This is an optimization exercise on Yosys and OpenROAD, whose aim is small area, a short achievable clock period and few clock cycles, not a production implementation.
In this exercise RTL edits were held to simulation tests only and were not proved equivalent to the original.
No driver is modelled on the clock port, so clock power and skew are understated where the tree is cut down; a real chip needs a root buffer or a tree.
Power is estimated from default activity; no workload was simulated.

run 1:
==> flow/design.v <==
module tslcf_deframer (
    input  wire       clk,
    input  wire       rst,
    input  wire       in_valid,
    output wire       in_ready,
    input  wire [1:0] in_kind,
    input  wire [7:0] in_data,
    output reg        b_valid,    
    output reg        e_valid,    
    output reg        a_valid,    
    output reg        fe_first,   
    output reg  [7:0] op_byte
);
    localparam [1:0] K_DATA  = 2'd0,
                     K_EOS   = 2'd1,
                     K_ABORT = 2'd2;
    localparam [1:0] HUNT0 = 2'd0,   
                     HUNT1 = 2'd1,   
                     BODY0 = 2'd2,   
                     BODY1 = 2'd3;   
    reg  [1:0] state;
    reg        pend_end;    
    reg        nfe;         
    assign in_ready = nfe;
    always @(*) fe_first = !nfe;
    wire take   = in_valid && !fe_first;
    wire is_esc;
    wire is_stx;
    tslcf_bytecmp u_cmp (
        .d   (in_data),
        .esc (is_esc),
        .stx (is_stx)
    );
    always @(posedge clk) begin
        if (!fe_first)
            op_byte <= in_data;
    end
    wire k_data  = !in_kind[1] && !in_kind[0];
    wire k_eos   = !in_kind[1] &&  in_kind[0];
    wire k_abort =  in_kind[1] && !in_kind[0];
    wire s_hunt1 = (state == HUNT1);
    wire s_body0 = (state == BODY0);
    wire s_body1 = (state == BODY1);
    wire in_body = state[1];
    wire t_data  = take && k_data;
    wire t_stop  = take && (k_eos || k_abort);    
    reg [1:0] state_n;
    always @(*) begin
        state_n = state;
        if (t_stop)
            state_n = HUNT0;
        else if (t_data) begin
            case (state)
                HUNT0: if (is_esc) state_n = HUNT1;
                HUNT1: if (is_stx) state_n = BODY0; else if (!is_esc) state_n = HUNT0;
                BODY0: if (is_esc) state_n = BODY1;
                default: state_n = BODY0;
            endcase
        end
    end
    wire lone_x  = t_data && s_body1 && !is_esc && !is_stx;
    wire lone_e  = take && k_eos && s_body1;
    wire fe_n    = lone_x || lone_e;
    wire b_n     = fe_first ? !pend_end
                 : (t_data && ((s_body0 && !is_esc) || (s_body1 && !is_stx))) || lone_e;
    wire e_n     = fe_first ? pend_end
                 : (t_data && s_body1 && is_stx) || (take && k_eos && s_body0);
    wire a_n     = !fe_first && take && k_abort && in_body;
    always @(posedge clk) begin
        pend_end <= lone_e;    
        if (rst) begin
            state    <= HUNT0;
            b_valid  <= 1'b0;
            e_valid  <= 1'b0;
            a_valid  <= 1'b0;
            nfe      <= 1'b1;
        end else begin
            state    <= state_n;
            b_valid  <= b_n;
            e_valid  <= e_n;
            a_valid  <= a_n;
            nfe      <= !fe_n;
        end
    end
endmodule
module tslcf_bytecmp (
    input  wire [7:0] d,
    output wire       esc,    
    output wire       stx     
);
    assign esc = (d == 8'hFE);
    assign stx = (d == 8'h02);
endmodule
module tslcf_parser (
    input  wire        clk,
    input  wire        rst,
    input  wire        b_valid,
    input  wire        e_valid,
    input  wire        a_valid,
    input  wire        fe_first,
    input  wire [7:0]  op_byte,
    output reg         out_valid,
    output reg  [3:0]  out_tag,
    output reg  [15:0] out_data
);
    localparam [2:0] F_PBC    = 3'd1,
                     F_VERFLG = 3'd2,
                     F_SCREEN = 3'd3,
                     F_INDEX  = 3'd4,
                     F_CW     = 3'd5,
                     F_TLEN   = 3'd6,
                     F_STOP   = 3'd7;    
    localparam [2:0] S_OK          = 3'd0,
                     S_TOOSHORT    = 3'd1,
                     S_LENMISMATCH = 3'd2,
                     S_TRUNCATED   = 3'd3,
                     S_UNSUPPORTED = 3'd4,
                     S_ABORTED     = 3'd5;
    reg  [2:0]  field;       
    reg         half;        
    reg         text;        
    reg  [15:0] text_nleft;  
    reg  [15:0] len_nleft;   
    reg         len_over;    
    wire [15:0] text_inc, len_inc;
    assign text_inc[0] = !text_nleft[0];
    assign len_inc[0]  = !len_nleft[0];
    genvar gi;
    generate
        for (gi = 1; gi < 16; gi = gi + 1) begin : g_inc
            assign text_inc[gi] = (&text_nleft[gi-1:0]) ? !text_nleft[gi] : text_nleft[gi];
            assign len_inc[gi]  = (&len_nleft[gi-1:0])  ? !len_nleft[gi]  : len_nleft[gi];
        end
    endgenerate
    wire [7:0]  lo_byte = out_data[7:0];      
    wire [7:0]  byte_in = fe_first ? 8'hFE : op_byte;
    wire [15:0] field16 = {byte_in, lo_byte};
    wire f_pbc  = (field == F_PBC);
    wire f_cw   = (field == F_CW);
    wire f_tlen = (field == F_TLEN);
    wire header = (field == F_PBC) || (field == F_VERFLG) || (field == F_SCREEN);
    wire stop   = (field == F_STOP);
    wire ev_text = b_valid && text;
    wire ev_lo   = b_valid && !text && !stop && !half;
    wire ev_hi   = b_valid && !text && !stop && half;
    wire ev_end  = e_valid || a_valid;
    reg  [2:0]  status;
    always @(*) begin
        if (a_valid)
            status = S_ABORTED;
        else if (header)
            status = S_TOOSHORT;
        else if (len_over || len_nleft != 16'hFFFF)
            status = S_LENMISMATCH;
        else if (stop)
            status = S_UNSUPPORTED;
        else if (field == F_INDEX && !half && !text)
            status = S_OK;
        else
            status = S_TRUNCATED;
    end
    always @(posedge clk) begin
        out_valid      <= ev_text || ev_hi || ev_end;
        out_tag[3]     <= ev_end;
        out_tag[2:0]   <= ev_end ? 3'd0 : ev_hi ? field : 3'd7;
        out_data[15:8] <= ev_hi ? byte_in : 8'd0;
        if (ev_end)
            out_data[7:0] <= {5'd0, status};
        else if (!half)
            out_data[7:0] <= byte_in;
    end
    always @(posedge clk) begin
        if (rst || ev_end) begin
            field <= F_PBC;
            half  <= 1'b0;
            text  <= 1'b0;
        end else if (ev_text) begin
            text <= (text_nleft[15:1] != 15'h7FFF);
        end else if (ev_lo) begin
            half <= 1'b1;
        end else if (ev_hi) begin
            half <= 1'b0;
            case (field)
                F_PBC:    field <= F_VERFLG;
                F_VERFLG: field <= F_SCREEN;
                F_CW:     field <= byte_in[7] ? F_STOP : F_TLEN;
                F_TLEN: begin
                    field <= F_INDEX;
                    text  <= (field16 != 16'd0);
                end
                F_SCREEN: field <= F_INDEX;
                default:  field <= F_CW;            
            endcase
        end
    end
    always @(posedge clk) begin
        if (b_valid) begin
            if (f_tlen && half)
                text_nleft <= ~field16;
            else
                text_nleft <= text_inc;
        end
    end
    always @(posedge clk) begin
        if (b_valid) begin
            if (f_pbc && half) begin
                len_nleft <= ~field16;
                len_over  <= 1'b0;
            end else begin
                len_nleft <= len_inc;
                if (len_nleft == 16'hFFFF)
                    len_over <= 1'b1;
            end
        end
    end
endmodule
module tslcf_rx (
    input  wire        clk,
    input  wire        rst,
    input  wire        in_valid,
    output wire        in_ready,
    input  wire [1:0]  in_kind,
    input  wire [7:0]  in_data,
    output wire        out_valid,
    output wire [3:0]  out_tag,
    output wire [15:0] out_data
);
    wire       b_valid;
    wire       e_valid;
    wire       a_valid;
    wire       fe_first;
    wire [7:0] op_byte;
    tslcf_deframer u_deframer (
        .clk      (clk),
        .rst      (rst),
        .in_valid (in_valid),
        .in_ready (in_ready),
        .in_kind  (in_kind),
        .in_data  (in_data),
        .b_valid  (b_valid),
        .e_valid  (e_valid),
        .a_valid  (a_valid),
        .fe_first (fe_first),
        .op_byte  (op_byte)
    );
    tslcf_parser u_parser (
        .clk       (clk),
        .rst       (rst),
        .b_valid   (b_valid),
        .e_valid   (e_valid),
        .a_valid   (a_valid),
        .fe_first  (fe_first),
        .op_byte   (op_byte),
        .out_valid (out_valid),
        .out_tag   (out_tag),
        .out_data  (out_data)
    );
endmodule
==> flow/config.mk <==
export PLATFORM = sky130hd
export DESIGN_NAME = tslcf_rx
export DESIGN_NICKNAME = tslcf_rx
export VERILOG_FILES = /design/flow/design.v
export SDC_FILE = /design/flow/constraint.sdc
export NUM_CORES = 4
export LEC_CHECK = 0
export CAP_MARGIN = 20
export CORE_MARGIN = 2
export CORE_UTILIZATION = 65
export PLACE_DENSITY = 0.75
export SETUP_SLACK_MARGIN = 2.3
export SLEW_MARGIN = 20
export TNS_END_PERCENT = 100
==> flow/constraint.sdc <==
create_clock -name core_clock -period 4.0 [get_ports {clk}]
set_input_delay 0.8000 -clock core_clock [delete_from_list [all_inputs] [get_ports {clk}]]
set_output_delay 0.8000 -clock core_clock [all_outputs]
set_load 0.01 [all_outputs]
standard.sh (not shown) runs the stock make flow with config.mk's settings and CLKGATE_MAP_FILE= SYNTH_SCRIPT=/design/flow/synth_recipe.tcl, a recipe that flattens the netlist after the stock synthesis.
==> flow/flow/run.sh <==
#!/bin/bash
# Standard layout with these changes:
#  - the ports get plain buffers instead of delay cells;
#  - the clock tree is built by hand (flow/cts_hook.tcl, run by ORFS's cts
#    step before it would call clock_tree_synthesis): the clock port drives
#    one buffer per cluster of registers (3 clusters), in place of TritonCTS's H-tree;
#  - the slow wide OR/NOR cells in flow/dont_use.txt are added to the
#    platform's don't-use list (synthesis maps the same registers).
set -euo pipefail
work=$(pwd)
{
  echo "include $work/config.mk"
  echo "export DONT_USE_CELLS = $(cat "$work/flow/dont_use.txt")"
} > "$work/my_config.mk"
sed "s#DESIGN_CONFIG=[^ ]*#DESIGN_CONFIG=$work/my_config.mk#" standard.sh > my_standard.sh
grep -q "DESIGN_CONFIG=$work/my_config.mk" my_standard.sh
export BUFFER_PORTS_ARGS="-buffer_cell sky130_fd_sc_hd__buf_1"
export PRE_CTS_TCL="$work/flow/cts_hook.tcl"
bash my_standard.sh > flow.log 2>&1
==> flow/flow/cts_hook.tcl <==
# Clock tree by hand: the clock port drives K buffers, each driving a
# cluster of the registers (k-means on their placed positions).
proc manual_cts {K cbuf {rbuf ""}} {
  set block [ord::get_db_block]
  set clknet [$block findNet clk]
  set master [[ord::get_db] findMaster $cbuf]
  set sinks {}
  foreach it [$clknet getITerms] {
    set b [[$it getInst] getBBox]
    lappend sinks [list $it [expr {([$b xMin] + [$b xMax]) / 2.0}] [expr {([$b yMin] + [$b yMax]) / 2.0}]]
  }
  set sinks [lsort -real -index 1 $sinks]
  set n [llength $sinks]
  # initial centers: spread along x
  set cx {}; set cy {}
  for {set k 0} {$k < $K} {incr k} {
    set s [lindex $sinks [expr {int(($k + 0.5) * $n / $K)}]]
    lappend cx [lindex $s 1]; lappend cy [lindex $s 2]
  }
  for {set iter 0} {$iter < 30} {incr iter} {
    set sumx [lrepeat $K 0.0]; set sumy [lrepeat $K 0.0]; set cnt [lrepeat $K 0]
    set assign {}
    foreach s $sinks {
      set best 0; set bd 1e30
      for {set k 0} {$k < $K} {incr k} {
        set d [expr {abs([lindex $s 1] - [lindex $cx $k]) + abs([lindex $s 2] - [lindex $cy $k])}]
        if {$d < $bd} { set bd $d; set best $k }
      }
      lappend assign $best
      lset sumx $best [expr {[lindex $sumx $best] + [lindex $s 1]}]
      lset sumy $best [expr {[lindex $sumy $best] + [lindex $s 2]}]
      lset cnt $best [expr {[lindex $cnt $best] + 1}]
    }
    for {set k 0} {$k < $K} {incr k} {
      if {[lindex $cnt $k] > 0} {
        lset cx $k [expr {[lindex $sumx $k] / [lindex $cnt $k]}]
        lset cy $k [expr {[lindex $sumy $k] / [lindex $cnt $k]}]
      }
    }
  }
  set src $clknet
  if {$rbuf ne ""} {
    # one root buffer at the middle of the leaves
    set rinst [odb::dbInst_create $block [[ord::get_db] findMaster $rbuf] clkbuf_root]
    set src [odb::dbNet_create $block clknet_root]
    $src setSigType CLOCK
    [$rinst findITerm A] connect $clknet
    [$rinst findITerm X] connect $src
    set mx 0.0; set my 0.0
    for {set k 0} {$k < $K} {incr k} { set mx [expr {$mx + [lindex $cx $k]}]; set my [expr {$my + [lindex $cy $k]}] }
    $rinst setLocation [expr {int($mx / $K)}] [expr {int($my / $K)}]
    $rinst setPlacementStatus PLACED
  }
  for {set k 0} {$k < $K} {incr k} {
    set inst [odb::dbInst_create $block $master clkbuf_leaf_$k]
    set net [odb::dbNet_create $block clknet_leaf_$k]
    $net setSigType CLOCK
    [$inst findITerm A] connect $src
    [$inst findITerm X] connect $net
    $inst setLocation [expr {int([lindex $cx $k])}] [expr {int([lindex $cy $k])}]
    $inst setPlacementStatus PLACED
    lappend nets $net
  }
  foreach s $sinks a $assign {
    set it [lindex $s 0]
    $it disconnect
    $it connect [lindex $nets $a]
  }
  puts "manual_cts: $n sinks in $K clusters of [join $cnt { }]"
}

# ORFS's cts step calls clock_tree_synthesis: build the tree by hand instead,
# the clock port driving one buffer per cluster of registers.
proc clock_tree_synthesis {args} {
  manual_cts 3 sky130_fd_sc_hd__clkbuf_16
  set_propagated_clock [all_clocks]
}
==> flow/flow/dont_use.txt <==
sky130_fd_sc_hd__or4_1 sky130_fd_sc_hd__or4_2 sky130_fd_sc_hd__or4_4 sky130_fd_sc_hd__or4b_1 sky130_fd_sc_hd__or4b_2 sky130_fd_sc_hd__or4b_4 sky130_fd_sc_hd__or4bb_1 sky130_fd_sc_hd__or4bb_2 sky130_fd_sc_hd__or4bb_4 sky130_fd_sc_hd__or3_4 sky130_fd_sc_hd__or3b_4 sky130_fd_sc_hd__nor4_4 sky130_fd_sc_hd__nor3_4 sky130_fd_sc_hd__nor4_1 sky130_fd_sc_hd__nor4_2 sky130_fd_sc_hd__nor4b_1 sky130_fd_sc_hd__nor4b_2 sky130_fd_sc_hd__nor4b_4 sky130_fd_sc_hd__nor4bb_1 sky130_fd_sc_hd__nor4bb_2 sky130_fd_sc_hd__nor4bb_4 sky130_fd_sc_hd__nor3_1 sky130_fd_sc_hd__nor3_2 sky130_fd_sc_hd__nor3b_1 sky130_fd_sc_hd__nor3b_2 sky130_fd_sc_hd__nor3b_4 sky130_fd_sc_hd__or3_1 sky130_fd_sc_hd__or3_2 sky130_fd_sc_hd__or3b_1 sky130_fd_sc_hd__or3b_2
Run 1 reached the end of the flow, and the finished layout is clean on the timing, DRC and antenna checks.
Testbench counts of run 1, summed over its fixed seeds: cycles 14,627.
--- input diff run 1..run 2 ---
- setting SYNTH_MINIMUM_KEEP_SIZE to 0 for the first time
- setting SYNTH_HIERARCHICAL to 1 for the first time
-- flow/flow/run.sh --
<<< run 1, line 5
#    step before it would call clock_tree_synthesis): the clock port drives
#    one buffer per cluster of registers (3 clusters), in place of TritonCTS's H-tree;
#  - the slow wide OR/NOR cells in flow/dont_use.txt are added to the
#    platform's don't-use list (synthesis maps the same registers).
set -euo pipefail
>>> run 2, line 5
#    step before it would call clock_tree_synthesis): the clock port drives
#    one buffer per cluster of registers (3 clusters), in place of TritonCTS's H-tree;
#  - the slow wide OR/NOR/AND cells in flow/dont_use.txt are added to the
#    platform's don't-use list (synthesis maps the same registers).
set -euo pipefail
==> flow/flow/dont_use.txt <==
sky130_fd_sc_hd__or4_1 sky130_fd_sc_hd__or4_2 sky130_fd_sc_hd__or4_4 sky130_fd_sc_hd__or4b_1 sky130_fd_sc_hd__or4b_2 sky130_fd_sc_hd__or4b_4 sky130_fd_sc_hd__or4bb_1 sky130_fd_sc_hd__or4bb_2 sky130_fd_sc_hd__or4bb_4 sky130_fd_sc_hd__or3_4 sky130_fd_sc_hd__or3b_4 sky130_fd_sc_hd__nor4_4 sky130_fd_sc_hd__nor3_4 sky130_fd_sc_hd__nor4_1 sky130_fd_sc_hd__nor4_2 sky130_fd_sc_hd__nor4b_1 sky130_fd_sc_hd__nor4b_2 sky130_fd_sc_hd__nor4b_4 sky130_fd_sc_hd__nor4bb_1 sky130_fd_sc_hd__nor4bb_2 sky130_fd_sc_hd__nor4bb_4 sky130_fd_sc_hd__nor3_1 sky130_fd_sc_hd__nor3_2 sky130_fd_sc_hd__nor3b_1 sky130_fd_sc_hd__nor3b_2 sky130_fd_sc_hd__nor3b_4 sky130_fd_sc_hd__or3_1 sky130_fd_sc_hd__or3_2 sky130_fd_sc_hd__or3b_1 sky130_fd_sc_hd__or3b_2 sky130_fd_sc_hd__and4_1 sky130_fd_sc_hd__and4_2 sky130_fd_sc_hd__and4_4 sky130_fd_sc_hd__and4b_1 sky130_fd_sc_hd__and4b_2 sky130_fd_sc_hd__and4b_4 sky130_fd_sc_hd__and4bb_1 sky130_fd_sc_hd__and4bb_2 sky130_fd_sc_hd__and4bb_4
### Flow results
- Compare run 2 and run 1 | design area higher: run 2
- Number of filler cells placed in the layout ends up lower on run 2.
- The post-route fraction of the period consumed by the critical path in run 2 was lower than what run 1 gave.
- Global-route wire length before repair (run 2 vs. run 1) increases by a few percent
- Run 2 ended up with a higher pre-CTS worst setup slack than run 1 did.
- For run 1, the startpoint-to-endpoint class of the critical path was input port to register, unlike run 2, where it was register to primary output.
The inputs of run 3 differ from those of run 2 as listed below.
-- flow/flow/run.sh --
<<< run 2, line 3
#  - the ports get plain buffers instead of delay cells;
#  - the clock tree is built by hand (flow/cts_hook.tcl, run by ORFS's cts
#    step before it would call clock_tree_synthesis): the clock port drives
#    one buffer per cluster of registers (3 clusters), in place of TritonCTS's H-tree;
#  - the slow wide OR/NOR/AND cells in flow/dont_use.txt are added to the
#    platform's don't-use list (synthesis maps the same registers).
set -euo pipefail
>>> run 3, line 3
#  - the ports get plain buffers instead of delay cells;
#  - the clock tree is built by hand (flow/cts_hook.tcl, run by ORFS's cts
#    step before it would call clock_tree_synthesis): one root buffer driving
#    one buffer per cluster of registers, in place of TritonCTS's H-tree;
#  - the slow wide OR/NOR cells in flow/dont_use.txt are added to the
#    platform's don't-use list (synthesis maps the same registers).
set -euo pipefail
-- flow/flow/cts_hook.tcl --
<<< run 2, line 71

# ORFS's cts step calls clock_tree_synthesis: build the tree by hand instead,
# the clock port driving one buffer per cluster of registers.
proc clock_tree_synthesis {args} {
  manual_cts 3 sky130_fd_sc_hd__clkbuf_16
  set_propagated_clock [all_clocks]
}
>>> run 3, line 71

# ORFS's cts step calls clock_tree_synthesis: build the tree by hand instead,
# a root buffer driving one buffer per cluster of registers.
proc clock_tree_synthesis {args} {
  manual_cts 6 sky130_fd_sc_hd__clkbuf_8 sky130_fd_sc_hd__clkbuf_8
  set_propagated_clock [all_clocks]
}
==> flow/flow/dont_use.txt <==
sky130_fd_sc_hd__or4_1 sky130_fd_sc_hd__or4_2 sky130_fd_sc_hd__or4_4 sky130_fd_sc_hd__or4b_1 sky130_fd_sc_hd__or4b_2 sky130_fd_sc_hd__or4b_4 sky130_fd_sc_hd__or4bb_1 sky130_fd_sc_hd__or4bb_2 sky130_fd_sc_hd__or4bb_4 sky130_fd_sc_hd__or3_4 sky130_fd_sc_hd__or3b_4 sky130_fd_sc_hd__nor4_4 sky130_fd_sc_hd__nor3_4 sky130_fd_sc_hd__nor4_1 sky130_fd_sc_hd__nor4_2 sky130_fd_sc_hd__nor4b_1 sky130_fd_sc_hd__nor4b_2 sky130_fd_sc_hd__nor4b_4 sky130_fd_sc_hd__nor4bb_1 sky130_fd_sc_hd__nor4bb_2 sky130_fd_sc_hd__nor4bb_4 sky130_fd_sc_hd__nor3_1 sky130_fd_sc_hd__nor3_2 sky130_fd_sc_hd__nor3b_1 sky130_fd_sc_hd__nor3b_2 sky130_fd_sc_hd__nor3b_4 sky130_fd_sc_hd__or3_1 sky130_fd_sc_hd__or3_2 sky130_fd_sc_hd__or3b_1 sky130_fd_sc_hd__or3b_2
==> run notes <==
Run 3 | stages: all done | timing, DRC, antenna: all pass. I/O pin count: run 2 vs run 3 identical. Measured against each other, run 3 and run 2 differ in part of the total power dissipated in the clock network, the lower figure coming from run 2. Compared with run 2, run 3 shows a lower routed wire length. Run 3 ends up with higher utilization than run 2 does. Summary of the comparison: reg2reg setup slack is higher in run 3, relative to run 2. Across both runs, combinational power was higher for run 3 than for run 2. As far as sequential power is concerned, run 3 and run 2 perform about the same. In the metrics for run 3 and run 2, the one carrying the lower flip-flop and latch area is run 2. Run 3: count of cells along the worst register-to-register path higher than run 2.
Input-level comparison between run 4 and run 3:
-- flow/flow/run.sh --
<<< run 3, line 3
#  - the ports get plain buffers instead of delay cells;
#  - the clock tree is built by hand (flow/cts_hook.tcl, run by ORFS's cts
#    step before it would call clock_tree_synthesis): one root buffer driving
#    one buffer per cluster of registers, in place of TritonCTS's H-tree;
#  - the slow wide OR/NOR cells in flow/dont_use.txt are added to the
#    platform's don't-use list (synthesis maps the same registers).
>>> run 4, line 3
#  - the ports get plain buffers instead of delay cells;
#  - the clock tree is built by hand (flow/cts_hook.tcl, run by ORFS's cts
#    step before it would call clock_tree_synthesis): the clock port drives
#    one buffer per cluster of registers (4 clusters), in place of TritonCTS's H-tree;
#  - the slow wide OR/NOR cells in flow/dont_use.txt are added to the
#    platform's don't-use list (synthesis maps the same registers).
-- flow/flow/cts_hook.tcl --
<<< run 3, line 71

# ORFS's cts step calls clock_tree_synthesis: build the tree by hand instead,
# a root buffer driving one buffer per cluster of registers.
proc clock_tree_synthesis {args} {
  manual_cts 6 sky130_fd_sc_hd__clkbuf_8 sky130_fd_sc_hd__clkbuf_8
  set_propagated_clock [all_clocks]
}
>>> run 4, line 71

# ORFS's cts step calls clock_tree_synthesis: build the tree by hand instead,
# the clock port driving one buffer per cluster of registers.
proc clock_tree_synthesis {args} {
  manual_cts 4 sky130_fd_sc_hd__clkbuf_16
  set_propagated_clock [all_clocks]
}
--- outcome ---
| count of routing violations after the opening detailed-route iteration | run 4 vs run 3 | about 22% lower |. Per the comparison of run 4 with run 3, worst-skew pair later-pin latency went down 0.19 ns; synthesis-to-finish area growth went down. For run 4, the origin of the worst setup path was in_data[1], unlike run 3, where it was u_parser.out_data[2]$_DFFE_PP_. Wire length on met1 of run 4 falls short of that of run 3 slightly. Going from run 3 to run 4, routed wire length shrinks by 3.3%. ~same number of fillers in the final layout in run 4 and run 3.
Inputs modified between run 4 and run 5:
==> flow/flow/run.sh <==
#!/bin/bash
# Standard layout with these changes:
#  - the ports get plain buffers instead of delay cells;
#  - the clock tree is built by hand (flow/cts_hook.tcl, run by ORFS's cts
#    step before it would call clock_tree_synthesis): the clock port drives
#    one buffer per cluster of registers (3 clusters), in place of TritonCTS's H-tree;
#  - the slow wide OR/NOR cells in flow/dont_use.txt are added to the
#    platform's don't-use list (synthesis maps the same registers);
#  - after global routing, gates on paths with more slack than the setup
#    margin are sized down (flow/grt_hook.tcl).
set -euo pipefail
work=$(pwd)
{
  echo "include $work/config.mk"
  echo "export DONT_USE_CELLS = $(cat "$work/flow/dont_use.txt")"
} > "$work/my_config.mk"
sed "s#DESIGN_CONFIG=[^ ]*#DESIGN_CONFIG=$work/my_config.mk#" standard.sh > my_standard.sh
grep -q "DESIGN_CONFIG=$work/my_config.mk" my_standard.sh
export BUFFER_PORTS_ARGS="-buffer_cell sky130_fd_sc_hd__buf_1"
export PRE_CTS_TCL="$work/flow/cts_hook.tcl"
export PRE_GLOBAL_ROUTE_TCL="$work/flow/grt_hook.tcl"
bash my_standard.sh > flow.log 2>&1
-- flow/flow/cts_hook.tcl --
<<< run 4, line 73
# the clock port driving one buffer per cluster of registers.
proc clock_tree_synthesis {args} {
  manual_cts 4 sky130_fd_sc_hd__clkbuf_16
  set_propagated_clock [all_clocks]
}
>>> run 5, line 73
# the clock port driving one buffer per cluster of registers.
proc clock_tree_synthesis {args} {
  manual_cts 3 sky130_fd_sc_hd__clkbuf_16
  set_propagated_clock [all_clocks]
}
==> flow/flow/grt_hook.tcl (new file) <==
# ORFS's global route step calls recover_power_helper (a no-op by default):
# size down gates on paths with more slack than the setup margin the timing
# repair aims for, which gives back area the earlier repairs spent.
proc recover_power_helper { } {
  log_cmd repair_timing -recover_power 100 -setup_margin $::env(SETUP_SLACK_MARGIN) -verbose
}
--- outcome ---
- Both conditions hold for run 5: the flow ran to the end and the final layout passed the timing, DRC and antenna checks.
- Switching power as a share of total power: run 5 > run 4
- Higher met1 demand-to-capacity share in global routing was reported by run 4, not run 5.
- The share of cell area taken by flip-flops and latches of run 5 exceeds that of run 4 by 1.1 points.
- Timing-limited maximum frequency was higher in run 4 than in run 5.
- Via count: run 5 < run 4
- Summary of run 5 over run 4: global-route usage decreased by 0.33 points relative to the old numbers; layout-stage area growth over the synthesis result now sits lower.
- Run 5 reports its first element of the critical path as u_parser.field[0]$_SDFFE_PP1P_ while run 4 reports in_data[1].
- The critical path depth in run 5 sits 1 below the value recorded for run 4.
- Insertion delay to the later sink of the worst-skew pair delta (run 5 -> run 4): insignificant
- The run showing the greater power share of the clock group is run 4.
In every run of this note, the design's own scripts or RTL, not TritonCTS, make the clock network.

[static timing again, ports no longer ideal]
The results above use ideal ports. As a check the final layouts listed here were re-extracted and re-timed, cells and wires unchanged.
Step 1 sets driving cells, clkbuf_16 on the clock port and buf_2 on the other inputs (assumed; they add their load-dependent delay and slew).
Step 2, shift: input delay + t, output delay - t, t = (earliest + latest rising clock arrival at the registers) / 2. This alone moves slack from input paths to output paths.
Three values: ideal ports, drivers, drivers and shift; two values: the first two.
| run | t, ns | slack for setup (ns) | worst hold slack (ns) | worst setup path after step 2 | clock arrival spread, ns |
|---|---|---|---|---|---|
| run 1 | 0.218 | 2.336 / 2.287 / 2.159 | 0.534 / 0.534 / 0.534 | input to register | 0.015 / 0.016 |
| run 2 | 0.221 | 2.346 / 2.281 / 2.212 | 0.498 / 0.498 / 0.498 | input to register | 0.014 / 0.014 |
| run 3 | 0.355 | 2.297 / 2.266 / 2.151 | 0.508 / 0.508 / 0.508 | input to register | 0.034 / 0.034 |
| run 4 | 0.220 | 2.354 / 2.298 / 2.191 | 0.529 / 0.529 / 0.529 | input to register | 0.014 / 0.013 |
| run 5 | 0.213 | 1.408 / 1.408 / 1.408 | 0.535 / 0.535 / 0.535 | register to register | 0.010 / 0.010 |
After both steps setup and hold are still met in every run listed. For run 1, which loses most, drivers alone change the setup slack by -0.049 ns; drivers and shift together by -0.177 ns.
